Source: an optimization exercise on an open RTL-to-GDS flow (aim: small area, a short achievable clock period and few clock cycles). Production flows keep margins and buffers that such runs may drop. No functional check of the RTL was part of any run shown here. Power figures rest on the tool's default switching activity, not on a simulated workload.

### design/flow/flow/run.sh
#!/bin/bash
# The standard layout (standard.sh), with every input and output port still
# buffered, but with a plain buffer cell (buf_1) instead of the resizer's
# default choice (a delay buffer, clkdlybuf4s50_1).
set -euo pipefail
export BUFFER_PORTS_ARGS="-buffer_cell sky130_fd_sc_hd__buf_1"
bash standard.sh > standard_flow.log 2>&1
### design/flow/standard.sh
#!/bin/bash
# synth_recipe.tcl (not shown) runs the flow's synth.tcl, then flattens the netlist and writes it again
# the make line also repeats each setting of config.mk as NAME=value (left out here)
make -C /OpenROAD-flow-scripts/flow DESIGN_CONFIG=/design/flow/config.mk WORK_HOME=/design/flow/orfs CLKGATE_MAP_FILE= SYNTH_SCRIPT=/design/flow/synth_recipe.tcl "${@:-finish}"
### design/flow/config.mk
export PLATFORM = sky130hd
export DESIGN_NAME = kb_report_encoder
export DESIGN_NICKNAME = kb_report_encoder
export VERILOG_FILES = /design/flow/design.v
export SDC_FILE = /design/flow/constraint.sdc
export NUM_CORES = 4
export LEC_CHECK = 0
export ABC_AREA = 1
export CAP_MARGIN = 20
export CORE_MARGIN = 2
export CORE_UTILIZATION = 55
export SETUP_SLACK_MARGIN = 1.6
export SLEW_MARGIN = 20
### design/flow/constraint.sdc
create_clock -name core_clock -period 5.0 [get_ports {clk}]
set_input_delay 1.0000 -clock core_clock [delete_from_list [all_inputs] [get_ports {clk}]]
set_output_delay 1.0000 -clock core_clock [all_outputs]
set_load 0.01 [all_outputs]
### design/flow/design.v
module kb_keymap (
    input  wire       layer,
    input  wire [6:0] idx,
    output reg  [7:0] code
);
    always @(*) begin
        case ({layer, idx})
            {1'b0, 7'd0}: code = 8'h29;
            {1'b0, 7'd1}: code = 8'h35;
            {1'b0, 7'd2}: code = 8'h2B;
            {1'b0, 7'd3}: code = 8'h39;
            {1'b0, 7'd4}: code = 8'hE1;
            {1'b0, 7'd5}: code = 8'hE0;
            {1'b0, 7'd6}: code = 8'h3A;
            {1'b0, 7'd7}: code = 8'h1E;
            {1'b0, 7'd8}: code = 8'h14;
            {1'b0, 7'd9}: code = 8'h04;
            {1'b0, 7'd10}: code = 8'h1D;
            {1'b0, 7'd11}: code = 8'hE3;
            {1'b0, 7'd12}: code = 8'h3B;
            {1'b0, 7'd13}: code = 8'h1F;
            {1'b0, 7'd14}: code = 8'h1A;
            {1'b0, 7'd15}: code = 8'h16;
            {1'b0, 7'd16}: code = 8'h1B;
            {1'b0, 7'd17}: code = 8'hE2;
            {1'b0, 7'd18}: code = 8'h3C;
            {1'b0, 7'd19}: code = 8'h20;
            {1'b0, 7'd20}: code = 8'h08;
            {1'b0, 7'd21}: code = 8'h07;
            {1'b0, 7'd22}: code = 8'h06;
            {1'b0, 7'd24}: code = 8'h3D;
            {1'b0, 7'd25}: code = 8'h21;
            {1'b0, 7'd26}: code = 8'h15;
            {1'b0, 7'd27}: code = 8'h09;
            {1'b0, 7'd28}: code = 8'h19;
            {1'b0, 7'd30}: code = 8'h3E;
            {1'b0, 7'd31}: code = 8'h22;
            {1'b0, 7'd32}: code = 8'h17;
            {1'b0, 7'd33}: code = 8'h0A;
            {1'b0, 7'd34}: code = 8'h05;
            {1'b0, 7'd35}: code = 8'h2C;
            {1'b0, 7'd36}: code = 8'h3F;
            {1'b0, 7'd37}: code = 8'h23;
            {1'b0, 7'd38}: code = 8'h1C;
            {1'b0, 7'd39}: code = 8'h0B;
            {1'b0, 7'd40}: code = 8'h11;
            {1'b0, 7'd42}: code = 8'h40;
            {1'b0, 7'd43}: code = 8'h24;
            {1'b0, 7'd44}: code = 8'h18;
            {1'b0, 7'd45}: code = 8'h0D;
            {1'b0, 7'd46}: code = 8'h10;
            {1'b0, 7'd48}: code = 8'h41;
            {1'b0, 7'd49}: code = 8'h25;
            {1'b0, 7'd50}: code = 8'h0C;
            {1'b0, 7'd51}: code = 8'h0E;
            {1'b0, 7'd52}: code = 8'h36;
            {1'b0, 7'd54}: code = 8'h42;
            {1'b0, 7'd55}: code = 8'h26;
            {1'b0, 7'd56}: code = 8'h12;
            {1'b0, 7'd57}: code = 8'h0F;
            {1'b0, 7'd58}: code = 8'h37;
            {1'b0, 7'd59}: code = 8'hE6;
            {1'b0, 7'd60}: code = 8'h43;
            {1'b0, 7'd61}: code = 8'h27;
            {1'b0, 7'd62}: code = 8'h13;
            {1'b0, 7'd63}: code = 8'h33;
            {1'b0, 7'd64}: code = 8'h38;
            {1'b0, 7'd65}: code = 8'hE7;
            {1'b0, 7'd66}: code = 8'h44;
            {1'b0, 7'd67}: code = 8'h2D;
            {1'b0, 7'd68}: code = 8'h2F;
            {1'b0, 7'd69}: code = 8'h34;
            {1'b0, 7'd71}: code = 8'hE4;
            {1'b0, 7'd72}: code = 8'h45;
            {1'b0, 7'd73}: code = 8'h2E;
            {1'b0, 7'd74}: code = 8'h30;
            {1'b0, 7'd77}: code = 8'h50;
            {1'b0, 7'd78}: code = 8'h46;
            {1'b0, 7'd79}: code = 8'h2A;
            {1'b0, 7'd80}: code = 8'h31;
            {1'b0, 7'd81}: code = 8'h28;
            {1'b0, 7'd82}: code = 8'hE5;
            {1'b0, 7'd83}: code = 8'h51;
            {1'b0, 7'd84}: code = 8'h4C;
            {1'b0, 7'd85}: code = 8'h49;
            {1'b0, 7'd88}: code = 8'h52;
            {1'b0, 7'd89}: code = 8'h4F;
            {1'b0, 7'd90}: code = 8'h4A;
            {1'b0, 7'd91}: code = 8'h4B;
            {1'b0, 7'd92}: code = 8'h4E;
            {1'b0, 7'd93}: code = 8'h4D;
            {1'b1, 7'd0}: code = 8'h01;
            {1'b1, 7'd1}: code = 8'h35;
            {1'b1, 7'd2}: code = 8'h2B;
            {1'b1, 7'd3}: code = 8'h39;
            {1'b1, 7'd4}: code = 8'hE5;
            {1'b1, 7'd5}: code = 8'hE0;
            {1'b1, 7'd6}: code = 8'h7F;
            {1'b1, 7'd7}: code = 8'h1E;
            {1'b1, 7'd8}: code = 8'h14;
            {1'b1, 7'd9}: code = 8'h03;
            {1'b1, 7'd10}: code = 8'h1D;
            {1'b1, 7'd11}: code = 8'hE3;
            {1'b1, 7'd12}: code = 8'h80;
            {1'b1, 7'd13}: code = 8'h1F;
            {1'b1, 7'd14}: code = 8'h1A;
            {1'b1, 7'd15}: code = 8'h16;
            {1'b1, 7'd16}: code = 8'h1B;
            {1'b1, 7'd17}: code = 8'hE2;
            {1'b1, 7'd18}: code = 8'h81;
            {1'b1, 7'd19}: code = 8'h20;
            {1'b1, 7'd20}: code = 8'h08;
            {1'b1, 7'd21}: code = 8'h07;
            {1'b1, 7'd24}: code = 8'h74;
            {1'b1, 7'd25}: code = 8'h21;
            {1'b1, 7'd26}: code = 8'h15;
            {1'b1, 7'd27}: code = 8'h09;
            {1'b1, 7'd28}: code = 8'h19;
            {1'b1, 7'd30}: code = 8'h75;
            {1'b1, 7'd31}: code = 8'h22;
            {1'b1, 7'd32}: code = 8'h17;
            {1'b1, 7'd33}: code = 8'h0A;
            {1'b1, 7'd34}: code = 8'h05;
            {1'b1, 7'd36}: code = 8'h76;
            {1'b1, 7'd37}: code = 8'h23;
            {1'b1, 7'd38}: code = 8'h1C;
            {1'b1, 7'd39}: code = 8'h0B;
            {1'b1, 7'd40}: code = 8'h11;
            {1'b1, 7'd42}: code = 8'h77;
            {1'b1, 7'd43}: code = 8'h24;
            {1'b1, 7'd44}: code = 8'h18;
            {1'b1, 7'd45}: code = 8'h0D;
            {1'b1, 7'd46}: code = 8'h10;
            {1'b1, 7'd48}: code = 8'h78;
            {1'b1, 7'd49}: code = 8'h25;
            {1'b1, 7'd50}: code = 8'h0C;
            {1'b1, 7'd51}: code = 8'h0E;
            {1'b1, 7'd52}: code = 8'h36;
            {1'b1, 7'd54}: code = 8'h79;
            {1'b1, 7'd55}: code = 8'h26;
            {1'b1, 7'd56}: code = 8'h12;
            {1'b1, 7'd57}: code = 8'h0F;
            {1'b1, 7'd58}: code = 8'h37;
            {1'b1, 7'd59}: code = 8'hE6;
            {1'b1, 7'd60}: code = 8'h7A;
            {1'b1, 7'd61}: code = 8'h27;
            {1'b1, 7'd62}: code = 8'h13;
            {1'b1, 7'd63}: code = 8'h33;
            {1'b1, 7'd64}: code = 8'h38;
            {1'b1, 7'd65}: code = 8'hE7;
            {1'b1, 7'd66}: code = 8'h7B;
            {1'b1, 7'd67}: code = 8'h2D;
            {1'b1, 7'd68}: code = 8'h2F;
            {1'b1, 7'd69}: code = 8'h34;
            {1'b1, 7'd71}: code = 8'hE4;
            {1'b1, 7'd72}: code = 8'h7C;
            {1'b1, 7'd73}: code = 8'h2E;
            {1'b1, 7'd74}: code = 8'h30;
            {1'b1, 7'd77}: code = 8'h4A;
            {1'b1, 7'd78}: code = 8'h48;
            {1'b1, 7'd79}: code = 8'h2A;
            {1'b1, 7'd80}: code = 8'h31;
            {1'b1, 7'd81}: code = 8'h28;
            {1'b1, 7'd82}: code = 8'hE5;
            {1'b1, 7'd83}: code = 8'h4E;
            {1'b1, 7'd84}: code = 8'h47;
            {1'b1, 7'd85}: code = 8'h49;
            {1'b1, 7'd88}: code = 8'h4B;
            {1'b1, 7'd89}: code = 8'h4D;
            {1'b1, 7'd90}: code = 8'h02;
            {1'b1, 7'd91}: code = 8'h4B;
            {1'b1, 7'd92}: code = 8'h4E;
            {1'b1, 7'd93}: code = 8'h4D;
            default: code = 8'h00;
        endcase
    end
endmodule
module kb_report_encoder (
    input  wire        clk,
    input  wire        rst,
    input  wire        start,
    input  wire [95:0] deb,
    output wire        ready,
    output reg         done,
    output reg  [63:0] report,
    output wire        changed
);
    wire L = deb[95];
    reg        busy;
    reg  [2:0] ph;
    reg  [12:0] gtr;     
    reg  [5:1] qst;     
    reg        valid, diffa, diffb;
    wire p0 = ~busy;
    wire active = busy | start;
    wire cont;          
    wire n0 = (deb[0] & ~L);
    wire n1 = deb[1];
    wire n2 = deb[2];
    wire n3 = deb[3];
    wire n4 = deb[6];
    wire n5 = deb[7];
    wire n6 = deb[8];
    wire n7 = (deb[9] & ~L);
    wire n8 = deb[10];
    wire n9 = deb[12];
    wire n10 = deb[13];
    wire n11 = deb[14];
    wire n12 = deb[15];
    wire n13 = deb[16];
    wire n14 = deb[18];
    wire n15 = deb[19];
    wire n16 = deb[20];
    wire n17 = deb[21];
    wire n18 = (deb[22] & ~L);
    wire n19 = deb[24];
    wire n20 = deb[25];
    wire n21 = deb[26];
    wire n22 = deb[27];
    wire n23 = deb[28];
    wire n24 = deb[30];
    wire n25 = deb[31];
    wire n26 = deb[32];
    wire n27 = deb[33];
    wire n28 = deb[34];
    wire n29 = (deb[35] & ~L);
    wire n30 = deb[36];
    wire n31 = deb[37];
    wire n32 = deb[38];
    wire n33 = deb[39];
    wire n34 = deb[40];
    wire n35 = deb[42];
    wire n36 = deb[43];
    wire n37 = deb[44];
    wire n38 = deb[45];
    wire n39 = deb[46];
    wire n40 = deb[48];
    wire n41 = deb[49];
    wire n42 = deb[50];
    wire n43 = deb[51];
    wire n44 = deb[52];
    wire n45 = deb[54];
    wire n46 = deb[55];
    wire n47 = deb[56];
    wire n48 = deb[57];
    wire n49 = deb[58];
    wire n50 = deb[60];
    wire n51 = deb[61];
    wire n52 = deb[62];
    wire n53 = deb[63];
    wire n54 = deb[64];
    wire n55 = deb[66];
    wire n56 = deb[67];
    wire n57 = deb[68];
    wire n58 = deb[69];
    wire n59 = deb[72];
    wire n60 = deb[73];
    wire n61 = deb[74];
    wire n62 = deb[77];
    wire n63 = deb[78];
    wire n64 = deb[79];
    wire n65 = deb[80];
    wire n66 = deb[81];
    wire n67 = deb[83];
    wire n68 = deb[84];
    wire n69 = deb[85];
    wire n70 = deb[88];
    wire n71 = deb[89];
    wire n72 = (deb[90] & ~L);
    wire n73 = deb[91];
    wire n74 = deb[92];
    wire n75 = deb[93];
    wire n76 = 1'b0;
    wire n77 = 1'b0;
    wire gt0 = gtr[0];
    wire m0 = n0 & gt0;
    wire m1 = n1 & (gt0 | (gtr[1] & qst[1]));
    wire m2 = n2 & (gt0 | (gtr[1] & qst[2]));
    wire m3 = n3 & (gt0 | (gtr[1] & qst[3]));
    wire m4 = n4 & (gt0 | (gtr[1] & qst[4]));
    wire m5 = n5 & (gt0 | (gtr[1] & qst[5]));
    wire a0 = m0 | m1 | m2 | m3 | m4 | m5;
    wire d0 = (m0 & m1) | (m0 & m2) | (m0 & m3) | (m0 & m4) | (m0 & m5) | (m1 & m2) | (m1 & m3) | (m1 & m4) | (m1 & m5) | (m2 & m3) | (m2 & m4) | (m2 & m5) | (m3 & m4) | (m3 & m5) | (m4 & m5);
    wire h0 = m0;
    wire h1 = ~m0 & m1;
    wire h2 = ~m0 & ~m1 & m2;
    wire h3 = ~m0 & ~m1 & ~m2 & m3;
    wire h4 = ~m0 & ~m1 & ~m2 & ~m3 & m4;
    wire h5 = ~m0 & ~m1 & ~m2 & ~m3 & ~m4 & m5;
    wire af0_1 = m0;
    wire af0_2 = m0 | m1;
    wire af0_3 = m0 | m1 | m2;
    wire af0_4 = m0 | m1 | m2 | m3;
    wire af0_5 = m0 | m1 | m2 | m3 | m4;
    wire lc0_0 = h0 | h1 | h2 | h3 | (L & (h4));
    wire lc0_1 = h2 | h4 | h5;
    wire lc0_2 = h1 | h5 | (L & (h4));
    wire lc0_3 = h0 | h2 | h3 | h4 | h5;
    wire lc0_4 = h1 | h3 | h4 | h5;
    wire lc0_5 = h0 | h1 | h2 | h3 | h4;
    wire lc0_6 = (L & (h4));
    wire lc0_7 = 1'b0;
    wire gt1 = gtr[1];
    wire m6 = n6 & gt1;
    wire m7 = n7 & (gt1 | (gtr[2] & qst[1]));
    wire m8 = n8 & (gt1 | (gtr[2] & qst[2]));
    wire m9 = n9 & (gt1 | (gtr[2] & qst[3]));
    wire m10 = n10 & (gt1 | (gtr[2] & qst[4]));
    wire m11 = n11 & (gt1 | (gtr[2] & qst[5]));
    wire a1 = m6 | m7 | m8 | m9 | m10 | m11;
    wire d1 = (m6 & m7) | (m6 & m8) | (m6 & m9) | (m6 & m10) | (m6 & m11) | (m7 & m8) | (m7 & m9) | (m7 & m10) | (m7 & m11) | (m8 & m9) | (m8 & m10) | (m8 & m11) | (m9 & m10) | (m9 & m11) | (m10 & m11);
    wire h6 = m6;
    wire h7 = ~m6 & m7;
    wire h8 = ~m6 & ~m7 & m8;
    wire h9 = ~m6 & ~m7 & ~m8 & m9;
    wire h10 = ~m6 & ~m7 & ~m8 & ~m9 & m10;
    wire h11 = ~m6 & ~m7 & ~m8 & ~m9 & ~m10 & m11;
    wire af1_1 = m6;
    wire af1_2 = m6 | m7;
    wire af1_3 = m6 | m7 | m8;
    wire af1_4 = m6 | m7 | m8 | m9;
    wire af1_5 = m6 | m7 | m8 | m9 | m10;
    wire lc1_0 = h8 | h10 | (~L & (h9));
    wire lc1_1 = h10 | h11 | (~L & (h9));
    wire lc1_2 = h6 | h7 | h8 | h10;
    wire lc1_3 = h8 | h10 | h11 | (~L & (h9));
    wire lc1_4 = h6 | h8 | h10 | h11 | (~L & (h9));
    wire lc1_5 = (~L & (h9));
    wire lc1_6 = 1'b0;
    wire lc1_7 = (L & (h9));
    wire gt2 = gtr[2];
    wire m12 = n12 & gt2;
    wire m13 = n13 & (gt2 | (gtr[3] & qst[1]));
    wire m14 = n14 & (gt2 | (gtr[3] & qst[2]));
    wire m15 = n15 & (gt2 | (gtr[3] & qst[3]));
    wire m16 = n16 & (gt2 | (gtr[3] & qst[4]));
    wire m17 = n17 & (gt2 | (gtr[3] & qst[5]));
    wire a2 = m12 | m13 | m14 | m15 | m16 | m17;
    wire d2 = (m12 & m13) | (m12 & m14) | (m12 & m15) | (m12 & m16) | (m12 & m17) | (m13 & m14) | (m13 & m15) | (m13 & m16) | (m13 & m17) | (m14 & m15) | (m14 & m16) | (m14 & m17) | (m15 & m16) | (m15 & m17) | (m16 & m17);
    wire h12 = m12;
    wire h13 = ~m12 & m13;
    wire h14 = ~m12 & ~m13 & m14;
    wire h15 = ~m12 & ~m13 & ~m14 & m15;
    wire h16 = ~m12 & ~m13 & ~m14 & ~m15 & m16;
    wire h17 = ~m12 & ~m13 & ~m14 & ~m15 & ~m16 & m17;
    wire af2_1 = m12;
    wire af2_2 = m12 | m13;
    wire af2_3 = m12 | m13 | m14;
    wire af2_4 = m12 | m13 | m14 | m15;
    wire af2_5 = m12 | m13 | m14 | m15 | m16;
    wire lc2_0 = h13 | h17 | (L & (h14));
    wire lc2_1 = h12 | h13 | h17;
    wire lc2_2 = h12 | h17 | (~L & (h14));
    wire lc2_3 = h13 | h16 | (~L & (h14));
    wire lc2_4 = h12 | h13 | (~L & (h14));
    wire lc2_5 = h15 | (~L & (h14));
    wire lc2_6 = 1'b0;
    wire lc2_7 = (L & (h14));
    wire gt3 = gtr[3];
    wire m18 = n18 & gt3;
    wire m19 = n19 & (gt3 | (gtr[4] & qst[1]));
    wire m20 = n20 & (gt3 | (gtr[4] & qst[2]));
    wire m21 = n21 & (gt3 | (gtr[4] & qst[3]));
    wire m22 = n22 & (gt3 | (gtr[4] & qst[4]));
    wire m23 = n23 & (gt3 | (gtr[4] & qst[5]));
    wire a3 = m18 | m19 | m20 | m21 | m22 | m23;
    wire d3 = (m18 & m19) | (m18 & m20) | (m18 & m21) | (m18 & m22) | (m18 & m23) | (m19 & m20) | (m19 & m21) | (m19 & m22) | (m19 & m23) | (m20 & m21) | (m20 & m22) | (m20 & m23) | (m21 & m22) | (m21 & m23) | (m22 & m23);
    wire h18 = m18;
    wire h19 = ~m18 & m19;
    wire h20 = ~m18 & ~m19 & m20;
    wire h21 = ~m18 & ~m19 & ~m20 & m21;
    wire h22 = ~m18 & ~m19 & ~m20 & ~m21 & m22;
    wire h23 = ~m18 & ~m19 & ~m20 & ~m21 & ~m22 & m23;
    wire af3_1 = m18;
    wire af3_2 = m18 | m19;
    wire af3_3 = m18 | m19 | m20;
    wire af3_4 = m18 | m19 | m20 | m21;
    wire af3_5 = m18 | m19 | m20 | m21 | m22;
    wire lc3_0 = h20 | h21 | h22 | h23 | (~L & (h19));
    wire lc3_1 = h18;
    wire lc3_2 = h18 | h19 | h21;
    wire lc3_3 = h22 | h23 | (~L & (h19));
    wire lc3_4 = h19 | h21 | h23;
    wire lc3_5 = h19 | h20;
    wire lc3_6 = (L & (h19));
    wire lc3_7 = 1'b0;
    wire gt4 = gtr[4];
    wire m24 = n24 & gt4;
    wire m25 = n25 & (gt4 | (gtr[5] & qst[1]));
    wire m26 = n26 & (gt4 | (gtr[5] & qst[2]));
    wire m27 = n27 & (gt4 | (gtr[5] & qst[3]));
    wire m28 = n28 & (gt4 | (gtr[5] & qst[4]));
    wire m29 = n29 & (gt4 | (gtr[5] & qst[5]));
    wire a4 = m24 | m25 | m26 | m27 | m28 | m29;
    wire d4 = (m24 & m25) | (m24 & m26) | (m24 & m27) | (m24 & m28) | (m24 & m29) | (m25 & m26) | (m25 & m27) | (m25 & m28) | (m25 & m29) | (m26 & m27) | (m26 & m28) | (m26 & m29) | (m27 & m28) | (m27 & m29) | (m28 & m29);
    wire h24 = m24;
    wire h25 = ~m24 & m25;
    wire h26 = ~m24 & ~m25 & m26;
    wire h27 = ~m24 & ~m25 & ~m26 & m27;
    wire h28 = ~m24 & ~m25 & ~m26 & ~m27 & m28;
    wire h29 = ~m24 & ~m25 & ~m26 & ~m27 & ~m28 & m29;
    wire af4_1 = m24;
    wire af4_2 = m24 | m25;
    wire af4_3 = m24 | m25 | m26;
    wire af4_4 = m24 | m25 | m26 | m27;
    wire af4_5 = m24 | m25 | m26 | m27 | m28;
    wire lc4_0 = h26 | h28 | (L & (h24));
    wire lc4_1 = h25 | h26 | h27 | (~L & (h24));
    wire lc4_2 = h24 | h26 | h28 | h29;
    wire lc4_3 = h27 | h29 | (~L & (h24));
    wire lc4_4 = h24 | h26;
    wire lc4_5 = h24 | h25 | h29;
    wire lc4_6 = (L & (h24));
    wire lc4_7 = 1'b0;
    wire gt5 = gtr[5];
    wire m30 = n30 & gt5;
    wire m31 = n31 & (gt5 | (gtr[6] & qst[1]));
    wire m32 = n32 & (gt5 | (gtr[6] & qst[2]));
    wire m33 = n33 & (gt5 | (gtr[6] & qst[3]));
    wire m34 = n34 & (gt5 | (gtr[6] & qst[4]));
    wire m35 = n35 & (gt5 | (gtr[6] & qst[5]));
    wire a5 = m30 | m31 | m32 | m33 | m34 | m35;
    wire d5 = (m30 & m31) | (m30 & m32) | (m30 & m33) | (m30 & m34) | (m30 & m35) | (m31 & m32) | (m31 & m33) | (m31 & m34) | (m31 & m35) | (m32 & m33) | (m32 & m34) | (m32 & m35) | (m33 & m34) | (m33 & m35) | (m34 & m35);
    wire h30 = m30;
    wire h31 = ~m30 & m31;
    wire h32 = ~m30 & ~m31 & m32;
    wire h33 = ~m30 & ~m31 & ~m32 & m33;
    wire h34 = ~m30 & ~m31 & ~m32 & ~m33 & m34;
    wire h35 = ~m30 & ~m31 & ~m32 & ~m33 & ~m34 & m35;
    wire af5_1 = m30;
    wire af5_2 = m30 | m31;
    wire af5_3 = m30 | m31 | m32;
    wire af5_4 = m30 | m31 | m32 | m33;
    wire af5_5 = m30 | m31 | m32 | m33 | m34;
    wire lc5_0 = h31 | h33 | h34 | (~L & (h30)) | (L & (h35));
    wire lc5_1 = h30 | h31 | h33 | (L & (h35));
    wire lc5_2 = h30 | h32 | (L & (h35));
    wire lc5_3 = h32 | h33 | (~L & (h30));
    wire lc5_4 = h30 | h32 | h34 | (L & (h35));
    wire lc5_5 = h30 | h31 | (L & (h35));
    wire lc5_6 = h35 | (L & (h30));
    wire lc5_7 = 1'b0;
    wire gt6 = gtr[6];
    wire m36 = n36 & gt6;
    wire m37 = n37 & (gt6 | (gtr[7] & qst[1]));
    wire m38 = n38 & (gt6 | (gtr[7] & qst[2]));
    wire m39 = n39 & (gt6 | (gtr[7] & qst[3]));
    wire m40 = n40 & (gt6 | (gtr[7] & qst[4]));
    wire m41 = n41 & (gt6 | (gtr[7] & qst[5]));
    wire a6 = m36 | m37 | m38 | m39 | m40 | m41;
    wire d6 = (m36 & m37) | (m36 & m38) | (m36 & m39) | (m36 & m40) | (m36 & m41) | (m37 & m38) | (m37 & m39) | (m37 & m40) | (m37 & m41) | (m38 & m39) | (m38 & m40) | (m38 & m41) | (m39 & m40) | (m39 & m41) | (m40 & m41);
    wire h36 = m36;
    wire h37 = ~m36 & m37;
    wire h38 = ~m36 & ~m37 & m38;
    wire h39 = ~m36 & ~m37 & ~m38 & m39;
    wire h40 = ~m36 & ~m37 & ~m38 & ~m39 & m40;
    wire h41 = ~m36 & ~m37 & ~m38 & ~m39 & ~m40 & m41;
    wire af6_1 = m36;
    wire af6_2 = m36 | m37;
    wire af6_3 = m36 | m37 | m38;
    wire af6_4 = m36 | m37 | m38 | m39;
    wire af6_5 = m36 | m37 | m38 | m39 | m40;
    wire lc6_0 = h38 | h41 | (~L & (h40));
    wire lc6_1 = 1'b0;
    wire lc6_2 = h36 | h38 | h41;
    wire lc6_3 = h37 | h38 | (L & (h40));
    wire lc6_4 = h37 | h39 | (L & (h40));
    wire lc6_5 = h36 | h41 | (L & (h40));
    wire lc6_6 = h40;
    wire lc6_7 = 1'b0;
    wire gt7 = gtr[7];
    wire m42 = n42 & gt7;
    wire m43 = n43 & (gt7 | (gtr[8] & qst[1]));
    wire m44 = n44 & (gt7 | (gtr[8] & qst[2]));
    wire m45 = n45 & (gt7 | (gtr[8] & qst[3]));
    wire m46 = n46 & (gt7 | (gtr[8] & qst[4]));
    wire m47 = n47 & (gt7 | (gtr[8] & qst[5]));
    wire a7 = m42 | m43 | m44 | m45 | m46 | m47;
    wire d7 = (m42 & m43) | (m42 & m44) | (m42 & m45) | (m42 & m46) | (m42 & m47) | (m43 & m44) | (m43 & m45) | (m43 & m46) | (m43 & m47) | (m44 & m45) | (m44 & m46) | (m44 & m47) | (m45 & m46) | (m45 & m47) | (m46 & m47);
    wire h42 = m42;
    wire h43 = ~m42 & m43;
    wire h44 = ~m42 & ~m43 & m44;
    wire h45 = ~m42 & ~m43 & ~m44 & m45;
    wire h46 = ~m42 & ~m43 & ~m44 & ~m45 & m46;
    wire h47 = ~m42 & ~m43 & ~m44 & ~m45 & ~m46 & m47;
    wire af7_1 = m42;
    wire af7_2 = m42 | m43;
    wire af7_3 = m42 | m43 | m44;
    wire af7_4 = m42 | m43 | m44 | m45;
    wire af7_5 = m42 | m43 | m44 | m45 | m46;
    wire lc7_0 = (L & (h45));
    wire lc7_1 = h43 | h44 | h46 | h47 | (~L & (h45));
    wire lc7_2 = h42 | h43 | h44 | h46;
    wire lc7_3 = h42 | h43 | (L & (h45));
    wire lc7_4 = h44 | h47 | (L & (h45));
    wire lc7_5 = h44 | h46 | (L & (h45));
    wire lc7_6 = h45;
    wire lc7_7 = 1'b0;
    wire gt8 = gtr[8];
    wire m48 = n48 & gt8;
    wire m49 = n49 & (gt8 | (gtr[9] & qst[1]));
    wire m50 = n50 & (gt8 | (gtr[9] & qst[2]));
    wire m51 = n51 & (gt8 | (gtr[9] & qst[3]));
    wire m52 = n52 & (gt8 | (gtr[9] & qst[4]));
    wire m53 = n53 & (gt8 | (gtr[9] & qst[5]));
    wire a8 = m48 | m49 | m50 | m51 | m52 | m53;
    wire d8 = (m48 & m49) | (m48 & m50) | (m48 & m51) | (m48 & m52) | (m48 & m53) | (m49 & m50) | (m49 & m51) | (m49 & m52) | (m49 & m53) | (m50 & m51) | (m50 & m52) | (m50 & m53) | (m51 & m52) | (m51 & m53) | (m52 & m53);
    wire h48 = m48;
    wire h49 = ~m48 & m49;
    wire h50 = ~m48 & ~m49 & m50;
    wire h51 = ~m48 & ~m49 & ~m50 & m51;
    wire h52 = ~m48 & ~m49 & ~m50 & ~m51 & m52;
    wire h53 = ~m48 & ~m49 & ~m50 & ~m51 & ~m52 & m53;
    wire af8_1 = m48;
    wire af8_2 = m48 | m49;
    wire af8_3 = m48 | m49 | m50;
    wire af8_4 = m48 | m49 | m50 | m51;
    wire af8_5 = m48 | m49 | m50 | m51 | m52;
    wire lc8_0 = h48 | h49 | h51 | h52 | h53 | (~L & (h50));
    wire lc8_1 = h48 | h49 | h50 | h51 | h52 | h53;
    wire lc8_2 = h48 | h49 | h51;
    wire lc8_3 = h48 | (L & (h50));
    wire lc8_4 = h49 | h52 | h53 | (L & (h50));
    wire lc8_5 = h49 | h51 | h53 | (L & (h50));
    wire lc8_6 = h50;
    wire lc8_7 = 1'b0;
    wire gt9 = gtr[9];
    wire m54 = n54 & gt9;
    wire m55 = n55 & (gt9 | (gtr[10] & qst[1]));
    wire m56 = n56 & (gt9 | (gtr[10] & qst[2]));
    wire m57 = n57 & (gt9 | (gtr[10] & qst[3]));
    wire m58 = n58 & (gt9 | (gtr[10] & qst[4]));
    wire m59 = n59 & (gt9 | (gtr[10] & qst[5]));
    wire a9 = m54 | m55 | m56 | m57 | m58 | m59;
    wire d9 = (m54 & m55) | (m54 & m56) | (m54 & m57) | (m54 & m58) | (m54 & m59) | (m55 & m56) | (m55 & m57) | (m55 & m58) | (m55 & m59) | (m56 & m57) | (m56 & m58) | (m56 & m59) | (m57 & m58) | (m57 & m59) | (m58 & m59);
    wire h54 = m54;
    wire h55 = ~m54 & m55;
    wire h56 = ~m54 & ~m55 & m56;
    wire h57 = ~m54 & ~m55 & ~m56 & m57;
    wire h58 = ~m54 & ~m55 & ~m56 & ~m57 & m58;
    wire h59 = ~m54 & ~m55 & ~m56 & ~m57 & ~m58 & m59;
    wire af9_1 = m54;
    wire af9_2 = m54 | m55;
    wire af9_3 = m54 | m55 | m56;
    wire af9_4 = m54 | m55 | m56 | m57;
    wire af9_5 = m54 | m55 | m56 | m57 | m58;
    wire lc9_0 = h56 | h57 | (~L & (h59)) | (L & (h55));
    wire lc9_1 = h57 | (L & (h55));
    wire lc9_2 = h56 | h57 | h58 | h59 | (~L & (h55));
    wire lc9_3 = h54 | h56 | h57 | (L & (h55 | h59));
    wire lc9_4 = h54 | h58 | (L & (h55 | h59));
    wire lc9_5 = h54 | h56 | h57 | h58 | (L & (h55 | h59));
    wire lc9_6 = h55 | h59;
    wire lc9_7 = 1'b0;
    wire gt10 = gtr[10];
    wire m60 = n60 & gt10;
    wire m61 = n61 & (gt10 | (gtr[11] & qst[1]));
    wire m62 = n62 & (gt10 | (gtr[11] & qst[2]));
    wire m63 = n63 & (gt10 | (gtr[11] & qst[3]));
    wire m64 = n64 & (gt10 | (gtr[11] & qst[4]));
    wire m65 = n65 & (gt10 | (gtr[11] & qst[5]));
    wire a10 = m60 | m61 | m62 | m63 | m64 | m65;
    wire d10 = (m60 & m61) | (m60 & m62) | (m60 & m63) | (m60 & m64) | (m60 & m65) | (m61 & m62) | (m61 & m63) | (m61 & m64) | (m61 & m65) | (m62 & m63) | (m62 & m64) | (m62 & m65) | (m63 & m64) | (m63 & m65) | (m64 & m65);
    wire h60 = m60;
    wire h61 = ~m60 & m61;
    wire h62 = ~m60 & ~m61 & m62;
    wire h63 = ~m60 & ~m61 & ~m62 & m63;
    wire h64 = ~m60 & ~m61 & ~m62 & ~m63 & m64;
    wire h65 = ~m60 & ~m61 & ~m62 & ~m63 & ~m64 & m65;
    wire af10_1 = m60;
    wire af10_2 = m60 | m61;
    wire af10_3 = m60 | m61 | m62;
    wire af10_4 = m60 | m61 | m62 | m63;
    wire af10_5 = m60 | m61 | m62 | m63 | m64;
    wire lc10_0 = h65;
    wire lc10_1 = h60 | h64 | (~L & (h63)) | (L & (h62));
    wire lc10_2 = h60 | (~L & (h63));
    wire lc10_3 = h60 | h64 | (L & (h62 | h63));
    wire lc10_4 = h61 | h65 | (~L & (h62));
    wire lc10_5 = h60 | h61 | h64 | h65;
    wire lc10_6 = h62 | h63;
    wire lc10_7 = 1'b0;
    wire gt11 = gtr[11];
    wire m66 = n66 & gt11;
    wire m67 = n67 & (gt11 | (gtr[12] & qst[1]));
    wire m68 = n68 & (gt11 | (gtr[12] & qst[2]));
    wire m69 = n69 & (gt11 | (gtr[12] & qst[3]));
    wire m70 = n70 & (gt11 | (gtr[12] & qst[4]));
    wire m71 = n71 & (gt11 | (gtr[12] & qst[5]));
    wire a11 = m66 | m67 | m68 | m69 | m70 | m71;
    wire d11 = (m66 & m67) | (m66 & m68) | (m66 & m69) | (m66 & m70) | (m66 & m71) | (m67 & m68) | (m67 & m69) | (m67 & m70) | (m67 & m71) | (m68 & m69) | (m68 & m70) | (m68 & m71) | (m69 & m70) | (m69 & m71) | (m70 & m71);
    wire h66 = m66;
    wire h67 = ~m66 & m67;
    wire h68 = ~m66 & ~m67 & m68;
    wire h69 = ~m66 & ~m67 & ~m68 & m69;
    wire h70 = ~m66 & ~m67 & ~m68 & ~m69 & m70;
    wire h71 = ~m66 & ~m67 & ~m68 & ~m69 & ~m70 & m71;
    wire af11_1 = m66;
    wire af11_2 = m66 | m67;
    wire af11_3 = m66 | m67 | m68;
    wire af11_4 = m66 | m67 | m68 | m69;
    wire af11_5 = m66 | m67 | m68 | m69 | m70;
    wire lc11_0 = h69 | h71 | (~L & (h67)) | (L & (h68 | h70));
    wire lc11_1 = h70 | (~L & (h71)) | (L & (h67 | h68));
    wire lc11_2 = h68 | h71 | (L & (h67));
    wire lc11_3 = h66 | h69 | h71 | (~L & (h68)) | (L & (h67 | h70));
    wire lc11_4 = (~L & (h67 | h70));
    wire lc11_5 = h66;
    wire lc11_6 = h67 | h68 | h69 | h70 | h71;
    wire lc11_7 = 1'b0;
    wire gt12 = gtr[12];
    wire m72 = n72 & gt12;
    wire m73 = n73 & (gt12 | (1'b1 & qst[1]));
    wire m74 = n74 & (gt12 | (1'b1 & qst[2]));
    wire m75 = n75 & (gt12 | (1'b1 & qst[3]));
    wire m76 = n76 & (gt12 | (1'b1 & qst[4]));
    wire m77 = n77 & (gt12 | (1'b1 & qst[5]));
    wire a12 = m72 | m73 | m74 | m75 | m76 | m77;
    wire d12 = (m72 & m73) | (m72 & m74) | (m72 & m75) | (m72 & m76) | (m72 & m77) | (m73 & m74) | (m73 & m75) | (m73 & m76) | (m73 & m77) | (m74 & m75) | (m74 & m76) | (m74 & m77) | (m75 & m76) | (m75 & m77) | (m76 & m77);
    wire h72 = m72;
    wire h73 = ~m72 & m73;
    wire h74 = ~m72 & ~m73 & m74;
    wire h75 = ~m72 & ~m73 & ~m74 & m75;
    wire h76 = ~m72 & ~m73 & ~m74 & ~m75 & m76;
    wire h77 = ~m72 & ~m73 & ~m74 & ~m75 & ~m76 & m77;
    wire af12_1 = m72;
    wire af12_2 = m72 | m73;
    wire af12_3 = m72 | m73 | m74;
    wire af12_4 = m72 | m73 | m74 | m75;
    wire af12_5 = m72 | m73 | m74 | m75 | m76;
    wire lc12_0 = h73 | h75;
    wire lc12_1 = h72 | h73 | h74;
    wire lc12_2 = h74 | h75;
    wire lc12_3 = h72 | h73 | h74 | h75;
    wire lc12_4 = 1'b0;
    wire lc12_5 = 1'b0;
    wire lc12_6 = h72 | h73 | h74 | h75;
    wire lc12_7 = 1'b0;
    reg  [12:0] pin;   
    integer s_, d_;
    always @(*) begin
        pin = {a12,a11,a10,a9,a8,a7,a6,a5,a4,a3,a2,a1,a0};
        for (d_ = 1; d_ < 13; d_ = d_ * 2)
            for (s_ = 12; s_ >= 0; s_ = s_ - 1)
                if ((s_ / d_) % 2 == 1) pin[s_] = pin[s_] | pin[(s_ / d_) * d_ - 1];
    end
    wire [13:0] P = {pin, 1'b0};   
    wire any = P[13];
    wire r0 = a0 & ~P[0];
    wire r1 = a1 & ~P[1];
    wire r2 = a2 & ~P[2];
    wire r3 = a3 & ~P[3];
    wire r4 = a4 & ~P[4];
    wire r5 = a5 & ~P[5];
    wire r6 = a6 & ~P[6];
    wire r7 = a7 & ~P[7];
    wire r8 = a8 & ~P[8];
    wire r9 = a9 & ~P[9];
    wire r10 = a10 & ~P[10];
    wire r11 = a11 & ~P[11];
    wire r12 = a12 & ~P[12];
    wire [7:0] code;
    assign code[0] = (r0 & lc0_0) | (r1 & lc1_0) | (r2 & lc2_0) | (r3 & lc3_0) | (r4 & lc4_0) | (r5 & lc5_0) | (r6 & lc6_0) | (r7 & lc7_0) | (r8 & lc8_0) | (r9 & lc9_0) | (r10 & lc10_0) | (r11 & lc11_0) | (r12 & lc12_0);
    assign code[1] = (r0 & lc0_1) | (r1 & lc1_1) | (r2 & lc2_1) | (r3 & lc3_1) | (r4 & lc4_1) | (r5 & lc5_1) | (r6 & lc6_1) | (r7 & lc7_1) | (r8 & lc8_1) | (r9 & lc9_1) | (r10 & lc10_1) | (r11 & lc11_1) | (r12 & lc12_1);
    assign code[2] = (r0 & lc0_2) | (r1 & lc1_2) | (r2 & lc2_2) | (r3 & lc3_2) | (r4 & lc4_2) | (r5 & lc5_2) | (r6 & lc6_2) | (r7 & lc7_2) | (r8 & lc8_2) | (r9 & lc9_2) | (r10 & lc10_2) | (r11 & lc11_2) | (r12 & lc12_2);
    assign code[3] = (r0 & lc0_3) | (r1 & lc1_3) | (r2 & lc2_3) | (r3 & lc3_3) | (r4 & lc4_3) | (r5 & lc5_3) | (r6 & lc6_3) | (r7 & lc7_3) | (r8 & lc8_3) | (r9 & lc9_3) | (r10 & lc10_3) | (r11 & lc11_3) | (r12 & lc12_3);
    assign code[4] = (r0 & lc0_4) | (r1 & lc1_4) | (r2 & lc2_4) | (r3 & lc3_4) | (r4 & lc4_4) | (r5 & lc5_4) | (r6 & lc6_4) | (r7 & lc7_4) | (r8 & lc8_4) | (r9 & lc9_4) | (r10 & lc10_4) | (r11 & lc11_4) | (r12 & lc12_4);
    assign code[5] = (r0 & lc0_5) | (r1 & lc1_5) | (r2 & lc2_5) | (r3 & lc3_5) | (r4 & lc4_5) | (r5 & lc5_5) | (r6 & lc6_5) | (r7 & lc7_5) | (r8 & lc8_5) | (r9 & lc9_5) | (r10 & lc10_5) | (r11 & lc11_5) | (r12 & lc12_5);
    assign code[6] = (r0 & lc0_6) | (r1 & lc1_6) | (r2 & lc2_6) | (r3 & lc3_6) | (r4 & lc4_6) | (r5 & lc5_6) | (r6 & lc6_6) | (r7 & lc7_6) | (r8 & lc8_6) | (r9 & lc9_6) | (r10 & lc10_6) | (r11 & lc11_6) | (r12 & lc12_6);
    assign code[7] = (r0 & lc0_7) | (r1 & lc1_7) | (r2 & lc2_7) | (r3 & lc3_7) | (r4 & lc4_7) | (r5 & lc5_7) | (r6 & lc6_7) | (r7 & lc7_7) | (r8 & lc8_7) | (r9 & lc9_7) | (r10 & lc10_7) | (r11 & lc11_7) | (r12 & lc12_7);
    wire qn1 = (r0 & af0_1) | (r1 & af1_1) | (r2 & af2_1) | (r3 & af3_1) | (r4 & af4_1) | (r5 & af5_1) | (r6 & af6_1) | (r7 & af7_1) | (r8 & af8_1) | (r9 & af9_1) | (r10 & af10_1) | (r11 & af11_1) | (r12 & af12_1);
    wire qn2 = (r0 & af0_2) | (r1 & af1_2) | (r2 & af2_2) | (r3 & af3_2) | (r4 & af4_2) | (r5 & af5_2) | (r6 & af6_2) | (r7 & af7_2) | (r8 & af8_2) | (r9 & af9_2) | (r10 & af10_2) | (r11 & af11_2) | (r12 & af12_2);
    wire qn3 = (r0 & af0_3) | (r1 & af1_3) | (r2 & af2_3) | (r3 & af3_3) | (r4 & af4_3) | (r5 & af5_3) | (r6 & af6_3) | (r7 & af7_3) | (r8 & af8_3) | (r9 & af9_3) | (r10 & af10_3) | (r11 & af11_3) | (r12 & af12_3);
    wire qn4 = (r0 & af0_4) | (r1 & af1_4) | (r2 & af2_4) | (r3 & af3_4) | (r4 & af4_4) | (r5 & af5_4) | (r6 & af6_4) | (r7 & af7_4) | (r8 & af8_4) | (r9 & af9_4) | (r10 & af10_4) | (r11 & af11_4) | (r12 & af12_4);
    wire qn5 = (r0 & af0_5) | (r1 & af1_5) | (r2 & af2_5) | (r3 & af3_5) | (r4 & af4_5) | (r5 & af5_5) | (r6 & af6_5) | (r7 & af7_5) | (r8 & af8_5) | (r9 & af9_5) | (r10 & af10_5) | (r11 & af11_5) | (r12 & af12_5);
    wire tc1_1 = a0 | a1;
    wire tc1_2 = (a0 & a1);
    wire tc2_1 = a2 | a3;
    wire tc2_2 = (a2 & a3);
    wire tc3_1 = a4 | a5;
    wire tc3_2 = (a4 & a5);
    wire tc4_1 = a6 | a7;
    wire tc4_2 = (a6 & a7);
    wire tc5_1 = a8 | a9;
    wire tc5_2 = (a8 & a9);
    wire tc6_1 = a10 | a11;
    wire tc6_2 = (a10 & a11);
    wire tc7_1 = tc1_1 | tc2_1;
    wire tc7_2 = tc1_2 | tc2_2 | (tc1_1 & tc2_1);
    wire tc7_3 = (tc1_1 & tc2_2) | (tc1_2 & tc2_1);
    wire tc7_4 = (tc1_2 & tc2_2);
    wire tc8_1 = tc3_1 | tc4_1;
    wire tc8_2 = tc3_2 | tc4_2 | (tc3_1 & tc4_1);
    wire tc8_3 = (tc3_1 & tc4_2) | (tc3_2 & tc4_1);
    wire tc8_4 = (tc3_2 & tc4_2);
    wire tc9_1 = tc5_1 | tc6_1;
    wire tc9_2 = tc5_2 | tc6_2 | (tc5_1 & tc6_1);
    wire tc9_3 = (tc5_1 & tc6_2) | (tc5_2 & tc6_1);
    wire tc9_4 = (tc5_2 & tc6_2);
    wire tc10_1 = tc7_1 | tc8_1;
    wire tc10_2 = tc7_2 | tc8_2 | (tc7_1 & tc8_1);
    wire tc10_3 = tc7_3 | tc8_3 | (tc7_1 & tc8_2) | (tc7_2 & tc8_1);
    wire tc10_4 = tc7_4 | tc8_4 | (tc7_1 & tc8_3) | (tc7_2 & tc8_2) | (tc7_3 & tc8_1);
    wire tc10_5 = (tc7_1 & tc8_4) | (tc7_2 & tc8_3) | (tc7_3 & tc8_2) | (tc7_4 & tc8_1);
    wire tc10_6 = (tc7_2 & tc8_4) | (tc7_3 & tc8_3) | (tc7_4 & tc8_2);
    wire tc10_7 = (tc7_3 & tc8_4) | (tc7_4 & tc8_3);
    wire tc11_1 = tc9_1 | a12;
    wire tc11_2 = tc9_2 | (tc9_1 & a12);
    wire tc11_3 = tc9_3 | (tc9_2 & a12);
    wire tc11_4 = tc9_4 | (tc9_3 & a12);
    wire tc11_5 = (tc9_4 & a12);
    wire tc12_1 = tc10_1 | tc11_1;
    wire tc12_2 = tc10_2 | tc11_2 | (tc10_1 & tc11_1);
    wire tc12_3 = tc10_3 | tc11_3 | (tc10_1 & tc11_2) | (tc10_2 & tc11_1);
    wire tc12_4 = tc10_4 | tc11_4 | (tc10_1 & tc11_3) | (tc10_2 & tc11_2) | (tc10_3 & tc11_1);
    wire tc12_5 = tc10_5 | tc11_5 | (tc10_1 & tc11_4) | (tc10_2 & tc11_3) | (tc10_3 & tc11_2) | (tc10_4 & tc11_1);
    wire tc12_6 = tc10_6 | (tc10_1 & tc11_5) | (tc10_2 & tc11_4) | (tc10_3 & tc11_3) | (tc10_4 & tc11_2) | (tc10_5 & tc11_1);
    wire tc12_7 = tc10_7 | (tc10_2 & tc11_5) | (tc10_3 & tc11_4) | (tc10_4 & tc11_3) | (tc10_5 & tc11_2) | (tc10_6 & tc11_1);
    wire more = tc12_2 | d0 | d1 | d2 | d3 | d4 | d5 | d6 | d7 | d8 | d9 | d10 | d11 | d12;
    wire early = ((ph == 3'd0) & tc12_7) | ((ph == 3'd1) & tc12_6) | ((ph == 3'd2) & tc12_5) | ((ph == 3'd3) & tc12_4) | ((ph == 3'd4) & tc12_3);
    wire [7:0] mods = ({8{deb[4]}} & (L ? 8'h20 : 8'h02)) | ({8{deb[5]}} & 8'h01) | ({8{deb[11]}} & 8'h08) | ({8{deb[17]}} & 8'h04) | ({8{deb[59]}} & 8'h40) | ({8{deb[65]}} & 8'h80) | ({8{deb[71]}} & 8'h10) | ({8{deb[82]}} & 8'h20);
    wire any9 = deb[10] | deb[12] | deb[13] | deb[14] | deb[15] | deb[16] | deb[18] | deb[19] | deb[20] | deb[21] | deb[24] | deb[25] | deb[26] | deb[27] | deb[28] | deb[30] | deb[31] | deb[32] | deb[33] | deb[34] | deb[36] | deb[37] | deb[38] | deb[39] | deb[40] | deb[42] | deb[43] | deb[44] | deb[45] | deb[46] | deb[48] | deb[49] | deb[50] | deb[51] | deb[52] | deb[54] | deb[55] | deb[56] | deb[57] | deb[58] | deb[60] | deb[61] | deb[62] | deb[63] | deb[64] | deb[66] | deb[67] | deb[68] | deb[69] | deb[72] | deb[73] | deb[74] | deb[77] | deb[78] | deb[79] | deb[80] | deb[81] | deb[83] | deb[84] | deb[85] | deb[88] | deb[89] | deb[91] | deb[92] | deb[93];
    wire any90 = deb[91] | deb[92] | deb[93];
    wire sent = L & (deb[0] | deb[9] | deb[90]);
    wire [7:0] sbyte = deb[90] ? (any90 ? 8'h01 : 8'h02) :
                       deb[9]  ? (any9  ? 8'h01 : 8'h03) : 8'h01;
    wire [2:0] phe = ph;    
    wire ovf    = (more & (phe == 3'd5)) | (~sent & early);
    wire fill   = (p0 & sent) | ovf;
    wire [7:0] fb = (p0 & sent) ? sbyte : 8'h01;
    wire finish = fill | ~more;
    assign cont = active & ~finish;
    wire [7:0] old [0:5];
    reg  [5:0] en;
    reg  [7:0] d [0:5];
    integer s;
    always @(*) begin
        for (s = 0; s < 6; s = s + 1) begin
            en[s] = fill | (phe == s) | (finish & (phe < s));
            d[s]  = fill ? fb : ((phe == s) ? code : 8'h00);
        end
    end
    genvar gs;
    generate for (gs = 0; gs < 6; gs = gs + 1) begin : G_OLD
        assign old[gs] = report[16 + 8*gs +: 8];
    end endgenerate
    wire dmods = (mods != report[7:0]);
    reg  [7:0] old_ph;    
    reg  dfill, dzero, old_not01;
    always @(*) begin
        old_ph = 8'h00; dfill = 1'b0; dzero = 1'b0; old_not01 = 1'b0;
        for (s = 0; s < 6; s = s + 1) begin
            old_ph    = old_ph | ({8{phe == s}} & old[s]);
            dfill     = dfill | ((phe <= s) & (old[s] != fb));
            dzero     = dzero | ((phe < s) & (old[s] != 8'h00));
            old_not01 = old_not01 | ((phe == s) & (old[s] != 8'h01));
        end
    end
    reg  [1:0] xr;
    wire [7:0] xc = code ^ old_ph;
    reg        chg_r;
    wire xdiff = |xr;
    wire cmpen = ~fill & ~(p0 & ~valid);
    wire enow = (p0 & dmods) | (finish & dzero);
    wire nz   = (mods != 8'h00) | sent | any;
    wire chg_fin = fill ? ((p0 ? (valid ? dmods : 1'b1) : diffb) | dfill) :
                   p0  ? (valid ? enow : nz) : (diffa | xdiff | enow);
    assign changed = chg_r | xdiff;
    assign ready = ~busy;
    always @(posedge clk) begin
        if (rst) begin
            busy  <= 1'b0;
            done  <= 1'b0;
            valid <= 1'b0;
        end else begin
            done <= active & finish;
            busy <= active & ~finish;
            if (active & p0) valid <= 1'b1;
        end
        ph  <= (rst | ~cont) ? 3'd0 : phe + 3'd1;
        gtr <= (rst | ~cont) ? {13{1'b1}} : P[12:0];
        qst <= {qn5,qn4,qn3,qn2,qn1};
        xr  <= (active & cmpen) ? {|xc[7:4], |xc[3:0]} : 2'b00;
        if (active) begin
            if (p0) report[7:0] <= mods;
            for (s = 0; s < 6; s = s + 1)
                if (en[s]) report[16 + 8*s +: 8] <= d[s];
            report[15:8] <= 8'h00;
            chg_r <= chg_fin;
            diffa <= p0 ? (valid ? enow : 1'b1) : (diffa | xdiff | enow);
            diffb <= p0 ? (valid ? (dmods | old_not01) : 1'b1) : (diffb | old_not01);
        end
    end
endmodule
==> impl_metrics.py, run 1 <==
metrics = {
    "timing": {
        "worst_pin_slew_ns": 1.083,
        "hold_viol": 0,
        "fin_tns_setup_ns": 0,
        "setup_ws_ns": 1.544,
        "fmax_mhz": 289.4,
        "clock_skew_ns": 0.01467,
        "slew_headroom_pct": 27.56,
        "setup_viol": 0,
        "grt_setup_unrepaired": "true",
        "period_minus_slack_ns": 3.456,
        "timing.hold.ws_ns": 0.4988,
        "drv_slew": 0,
        "fin_crit_sh_pct": 69.12,
    },
    "routing": {
        "highest_layer": "met4",
        "drt-met1-wl_microns": 14530,
        "vias": 11320,
        "antenna_left": 0,
        "drc": 0,
        "wl_per_cell_microns": 19.81,
        "dr_wl_met3_microns": 4889,
        "wirelength_microns": 37210,
        "via_per_inst": 6.030,
        "firstDrtPassIters": 8,
        "wl_met2_microns": 16220,
        "drtIter0Drc": 1466,
    },
    "critical_path": {
        "crit_type": "input pin to register",
        "worstPathMaxFanout": 7,
        "r2r_start": "qst[5]",
        "timing.rr.end": "report[25]",
        "reg2reg_setup_slack_ns": 1.65,
        "rr_worst_depth": 16,
        "crit_path_end_kind": "register",
        "arrival_ns": 3.69,
        "crit_path_start_kind": "input pin",
        "required_ns": 5.24,
    },
    "layout": {
        "nets": 1760,
        "stdcell_count": 1878,
        "syn_to_final_growth_pct": 28.22,
        "diodes": 0,
        "post-route-cell-area_sq_mm": 0.01118,
        "fillers": 1373,
        "drive_gt1_share_pct": 20.40,
        "final_core_util_pct": 71.13,
        "seqCellArea_sq_mm": 0.002305,
        "multi_input_area_sq_mm": 0.006286,
    },
    "cts": {
        "clk_pin_slew_worst_paths_ns": 0.07,
        "clock_latency_ns": 0.36,
        "h-tree-depth": 3,
        "cts_buffers": 9,
        "cts_tree": "built",
        "cts.sinks": 85,
        "cts_root_buf": "clkbuf_16",
        "ctsHoldBuffers": 0,
        "clockBufferDepth": 2,
    },
    "hold_path": {
        "worst_hold_path.num_cells": 1,
        "min_to": "ph[0]",
        "hold_path_class": "register to register",
        "min-delay-start": "ph[0]",
    },
    "run": {
        "drv_cap": 0,
    },
    "grt": {
        "grt_pass1_vias": 9870,
        "grt-ovfl-total": 0,
        "track_usage_pct": 41.97,
        "grt_max_degree": 21,
        "antenna_found_initial": 0,
        "grt_pass1_wl_microns": 53680,
    },
    "logic_synthesis": {
        "synth_area_leaders": "edfxtp_1 (20%), nand2_1 (19%), nor2_1 (9.7%)",
        "async_flop_share_pct": 0,
        "netlist.area_leader.share_pct": 20.33,
        "ys_ff_latch": 85,
        "syn_avg_cell_area_sq_um": 6.028,
        "synth_commonest_cells": "nand2_1 (438), nor2_1 (226), inv_1 (175)",
        "ys.flop_type": "edfxtp_1",
        "ys_types": 59,
        "seq_area_frac_synth_pct": 26.30,
        "mappedNetlistArea_sq_mm": 0.008716,
        "netlist_instances": 1446,
        "yosysWarnings": 2,
        "yosys.area.top_type": "edfxtp_1",
        "synth_most_common_cell": "nand2_1",
        "synth-edff-count": 59,
    },
    "power_and_ir_drop": {
        "p_per_area_mw_per_mm2": 188.9,
        "ir_drop_v": 0.0001897,
        "power.total_mw": 2.111,
        "p_leak_nw": 5.316,
    },
    "place": {
        "placedInstanceArea_sq_mm": 0.009448,
        "port_buffers": 146,
        "post-dp-hpwl_microns": 27880,
        "dp.cells": 1797,
        "place_congestion": 1.073,
        "pre_cts_slack_ns": 0.6928,
    },
    "die": {
        "start_util_pct": 55.47,
        "die-area_sq_mm": 0.01687,
        "ios": 166,
        "rows": 46,
        "core_area_sq_mm": 0.01571,
        "die_x_microns": 129.9,
        "fp.dieH_microns": 129.9,
    },
    "run_status": {
        "outcome": "finished clean",
    },
}
cell usage in the layout, fill, tap and decap left out, types with 7 or more instances in the layout:
cell         n
nand2_1    388
nor2_1     205
inv_1      162
buf_1      145
o21ai_0     72
buf_4       61
edfxtp_1    59
nand2_2     55
nand3_1     51
inv_2       43
a21oi_1     38
nor2_4      28
nor3_1      26
nand2_4     25
dfxtp_1     22
nand4_1     18
nor2_2      17
nand3_4     16
nor4_1      14
o21ai_2     13
o2111ai_1   12
o21ai_1     12
o211ai_1    11
o22ai_1     10
xor2_1      10
clkbuf_16   10
a21oi_2      8
nand3_2      8
a221oi_1     8
conb_1       8
a31oi_1      7
nand2_8      7
how the worst max path moves through the flow:
| stage | slack [ns] | startpoint | end | cells after the start |
|---|---|---|---|---|
| after floorplan | 1.71 | deb[9] | report[24] | 22 |
| after global placement | 0.79 | deb[95] | report[29] | 25 |
| after detailed placement | 0.69 | deb[95] | report[31] | 27 |
| after CTS | 1.61 | deb[9] | report[25] | 25 |
| after global routing | 1.41 | deb[15] | report[25] | 23 |
| final | 1.54 | deb[95] | xr[1] | 20 |
power breakdown:
group | internal, mW | total (mW) | leakage (nW) | switching, mW
sequential | 0.797 | 0.847 | 0.791 | 0.0501
combinational | 0.182 | 0.567 | 4.38 | 0.385
clock | 0.355 | 0.697 | 0.145 | 0.342
layer usage:
layer,up-vias,global-route usage (%)
li1,5155,-
met3,141,10.82
met4,0,16.57
met1,5161,56.88
met5,-,0
met2,867,64.24
logic make-up (layout without fill, tap and decap cells):
kind of cell             Yosys count  count (layout)  synth area share [%]
buffers and inverters            236             445                 10.97
AO/OA/AOI/OAI                    221             221                 15.37
AND/OR/NAND/NOR                  886             886                 45.44
adder cells (fa/ha/maj)            4               4                0.5742
XOR/XNOR                          13              13                 1.306
flip-flops                        85              85                 26.30
other                              1               8               0.04303
worst max-delay path, stage by stage:
cell     delay (ns)
buf_12         0.10
inv_8          0.05
nand3_4        0.10
nand2_4        0.07
nor2_4         0.14
nand3_4        0.13
nor2_4         0.17
nand2_4        0.13
nor2_8         0.21
buf_4          0.14
nand2_1        0.17
nor2_4         0.17
nand2_2        0.11
a21oi_1        0.20
nor4_1         0.09
nand2_1        0.17
or2_0          0.14
nand3_1        0.06
nor2_1         0.24
nor2_1         0.07
flip-flops by register name, indices dropped and copies added, names as in the netlist:
name	count
gtr	13
chg_r	1
valid	1
xr	2
busy	1
diffb	1
diffa	1
report	56
ph	3
done	1
qst	5
final cells by class:
class | count | area share [%]
Multi-Input combinational cell | 1132 | 56.25
Sequential cell | 85 | 20.62
Timing Repair Buffer | 215 | 10.50
Inverter | 214 | 7.524
Tap cell | 216 | 2.418
Clock buffer | 9 | 2.015
Clock inverter | 7 | 0.6717
repair_timing:
item,CTS,global route
setup buffers,31,32
setup endpoints to repair,114,112
pin swaps,38,60
resized for setup,91,145
cloned,1,1
==> run 2, diff against run 1 <==
--- a/design/flow/config.mk
+++ b/design/flow/config.mk
@@ -8,6 +8,6 @@
 export ABC_AREA = 1
 export CAP_MARGIN = 20
 export CORE_MARGIN = 2
-export CORE_UTILIZATION = 55
+export CORE_UTILIZATION = 65
 export SETUP_SLACK_MARGIN = 1.6
 export SLEW_MARGIN = 20
==> run 2 against run 1 <==
Against the previous run:
- synthesized cell count unchanged
- sequential share of layout area grew 0.96 points
- clock skew down 0.0036 ns
- sequential power barely moved
- routed wire length shrank 2.6%
- critical endpoint is now xr[0]
- largest cell class unchanged
- largest power group unchanged
- highest routed layer unchanged
==> impl_metrics.py, run 2 <==
metrics = {
    "power_and_ir_drop": {
        "p_sw_share_pct": 36.90,
        "p_per_area_mw_per_mm2": 193.8,
        "pwr-share-clk_pct": 33.1,
        "power.total_mw": 2.072,
        "combPwrFrac_pct": 25.9,
        "power.internal_mw": 1.307,
        "ir_drop_v": 0.0002535,
        "p_leak_nw": 5.114,
        "power_frac_seq_pct": 41.0,
        "power.switching_mw": 0.7645,
    },
    "timing": {
        "fmax_mhz": 283.6,
        "fin_crit_sh_pct": 70.52,
        "grt_setup_unrepaired": "true",
        "slew_headroom_pct": 26.23,
        "worst_pin_slew_ns": 1.102,
        "fin_tns_setup_ns": 0,
        "timing.hold.ws_ns": 0.4963,
        "hold_viol": 0,
        "drv_slew": 0,
        "period_minus_slack_ns": 3.526,
        "setup_viol": 0,
        "clock_skew_ns": 0.01102,
    },
    "logic_synthesis": {
        "syn_avg_cell_area_sq_um": 6.028,
        "synth-edff-count": 59,
        "yosysWarnings": 2,
        "netlist.area_leader.share_pct": 20.33,
        "ys_types": 59,
        "synth_most_common_cell": "nand2_1",
        "ys_ff_latch": 85,
        "yosys.area_share.xor_xnor_pct": 1.306,
        "yosys.area_share.adder_pct": 0.5742,
        "netlist_instances": 1446,
        "ys.flop_type": "edfxtp_1",
        "seq_area_frac_synth_pct": 26.30,
        "synth_area_leaders": "edfxtp_1 (20%), nand2_1 (19%), nor2_1 (9.7%)",
        "synth_compound_area_share_pct": 15.37,
        "synth_commonest_cells": "nand2_1 (438), nor2_1 (226), inv_1 (175)",
        "mappedNetlistArea_sq_mm": 0.008716,
        "synth_mux_area_share_pct": 0,
        "synth_top_family_by_area": "simple AND/OR/NAND/NOR gates",
        "synth-simple-area-share_pct": 45.43,
        "yosys.area.top_type": "edfxtp_1",
        "async_flop_share_pct": 0,
    },
    "critical_path": {
        "crit_chain": "buf_1 -> inv_2 -> nor2_4 -> nand2_4 -> nand2_4 -> nor2_4 -> nand3_4 -> nor2_4 -> nand2_4 -> nor2_8 -> buf_4 -> nand2_1 -> nor2_4 -> inv_2 -> nor2_1 -> nor3_1 -> nand3_1 -> xor2_1 -> nand3_1 -> nor2_2 -> nor2_1",
        "cpMaxStageDelayCell": "xor2_1",
        "crit_path_frequent_cell": "nor2_4",
        "path_buf_inv": 4,
        "reg2reg_setup_slack_ns": 1.63,
        "arrival_ns": 3.78,
        "required_ns": 5.26,
        "crit_type": "input pin to register",
        "max_stage_delay_ns": 0.26,
        "crit_path_start_kind": "input pin",
        "crit_family": "simple AND/OR/NAND/NOR gates",
        "crit_path_end_kind": "register",
        "cp.depth": 21,
        "rr_worst_depth": 20,
        "worstPathMaxFanout": 7,
    },
    "place": {
        "place_congestion": 1.115,
        "post-dp-hpwl_microns": 26750,
        "dp.cells": 1756,
        "port_buffers": 146,
    },
    "layout": {
        "syn_to_final_growth_pct": 22.67,
        "largest_registers": "report (56), gtr (13), qst (5)",
        "nets": 1740,
        "top_register": "report",
        "largest_register_ffs": 56,
        "drive_gt1_share_pct": 18.21,
        "stdcell_count": 1819,
        "mostFrequentLayoutCell": "nand2_1",
        "layout_common_cells": "nand2_1 (408), nor2_1 (196), inv_1 (166), buf_1 (145), o21ai_0 (64)",
    },
    "cts": {
        "cts_tree": "built",
        "clockBufferDepth": 2,
        "cts_root_buf": "clkbuf_16",
        "h-tree-depth": 3,
        "cts.sinks": 85,
        "clock_latency_ns": 0.36,
        "cts_buffers": 9,
        "clk_pin_slew_worst_paths_ns": 0.07,
    },
    "routing": {
        "via_per_inst": 6.404,
        "drtIter0Drc": 2007,
        "antenna_left": 0,
        "wirelength_microns": 36230,
        "wl_per_cell_microns": 19.92,
        "firstDrtPassIters": 10,
        "vias": 11650,
        "drc": 0,
    },
    "grt": {
        "track_usage_pct": 46.94,
        "grt_pass1_vias": 10050,
        "grt_pass1_wl_microns": 51870,
        "grt_max_degree": 20,
        "antenna_found_initial": 1,
        "grt-ovfl-total": 0,
    },
    "die": {
        "start_util_pct": 66.08,
        "ios": 166,
        "die-area_sq_mm": 0.01435,
        "rows": 42,
        "fp.dieH_microns": 119.8,
        "core_area_sq_mm": 0.01319,
        "die_x_microns": 119.8,
    },
    "run": {
        "drv_cap": 0,
    },
    "hold_path": {
        "worst_hold_path.num_cells": 2,
        "hold_path_class": "register to register",
    },
    "run_status": {
        "outcome": "finished clean",
    },
}
[run 2: repair_timing]
action	4_1_cts	5_1_grt
cloned	0	1
gates resized for setup	36	157
hold buffers	0	0
pin swaps	9	47
buffers inserted	9	36
setup endpoints to repair	111	113
[run 2: cells by family after synthesis]
family	count (synthesis)
buf+inv	236
simple gates	886
other cells	1
fa+ha+maj	4
flops	85
compound gates	221
xor+xnor	13
[run 2: layout make-up]
type	count	area [sq um]
antenna	1	2.502
clock buffer	9	225.2
clock inverter	7	63.81
fill	957	2499
inverter	214	830.8
multi-input combinational	1133	6097
sequential	85	2307
tap	176	220.2
timing repair buffer	194	944.7
[run 2: worst register-to-register path, stage by stage (launching register included)]
cell and delay, ns:
dfxtp_4 0.45, nand2_1 0.12, nand2_1 0.10, nand2_4 0.11, nand2_4 0.07, nor2_4 0.17
nand3_4 0.13, nor2_4 0.19, nand2_4 0.13, nor2_8 0.25, buf_4 0.16, nand2_1 0.09
nor2_4 0.22, inv_2 0.08, nor2_1 0.11, nor3_1 0.07, nand3_1 0.17, xor2_1 0.26
nand3_1 0.17, nor2_2 0.18, nor2_1 0.05
[run 2: per-layer routing]
metal  vias to the layer above  GRT usage (%)  part of all wire (%)
met2                      1107          72.32                    43
met3                       228          12.98                    17
met1                      5199          62.07                    35
met5                         -              0                     0
met4                         0          19.85                   5.8
li1                       5114              -                     -
[run 2: metrics by stage]
stage	cell area, sq um	utilization [%]	setup slack, ns
5_1_grt	10690	81.04	1.390
4_1_cts	9866	74.80	1.570
3_5_place_dp	9390	71.19	0.8347
3_3_place_gp	9390	71.19	0.9006
6_report	10690	81.06	1.474
2_1_floorplan	8742	-	1.710
[run 2: power groups by stage]
| stage | registers, mW | clock network [mW] | logic (mW) |
|---|---|---|---|
| floorplan | 0.853 | 0 | 0.281 |
| global placement | 0.857 | 0 | 0.427 |
| detailed placement | 0.859 | 0 | 0.437 |
| CTS | 0.845 | 0.673 | 0.453 |
| global route | 0.851 | 0.700 | 0.571 |
| finish | 0.850 | 0.685 | 0.536 |
[run 2: worst paths after layout]
check,start,endpoint
worst min-delay path,valid,valid
worst max register to register,qst[1],xr[0]
worst min register to register,valid,valid
worst max-delay path,deb[9],xr[0]

[what the ideal ports hide]
The results above use ideal ports. As a check the final layouts listed here were re-extracted and re-timed, cells and wires unchanged.
Step 1 assumes that a clkbuf_16 drives the clock port and a buf_2 every other input.
Step 2 adds t to the input delays and takes it off the output delays; t is the mean of the earliest and latest rising clock arrival at the registers after step 1. Input paths then give back, and output paths get back, about the clock's delay inside the block.
Slacks: ideal / step 1 / step 2; pairs: ideal / step 1.
| run | shift t [ns] | setup slack, ns | worst register clock-pin slew, ns | worst slew at a driven data input, ns | pins driven straight from the clock port |
|---|---|---|---|---|---|
| run 1 | 0.399 | 1.544 / 1.519 / 1.120 | 0.08 / 0.08 | 0.07 | 1 |
| run 2 | 0.399 | 1.474 / 1.497 / 1.099 | 0.07 / 0.07 | 0.06 | 1 |
After both steps every run listed still meets setup and hold. The setup slack of run 1, which loses most, moves by -0.025 ns with the drivers and by -0.424 ns with both steps.
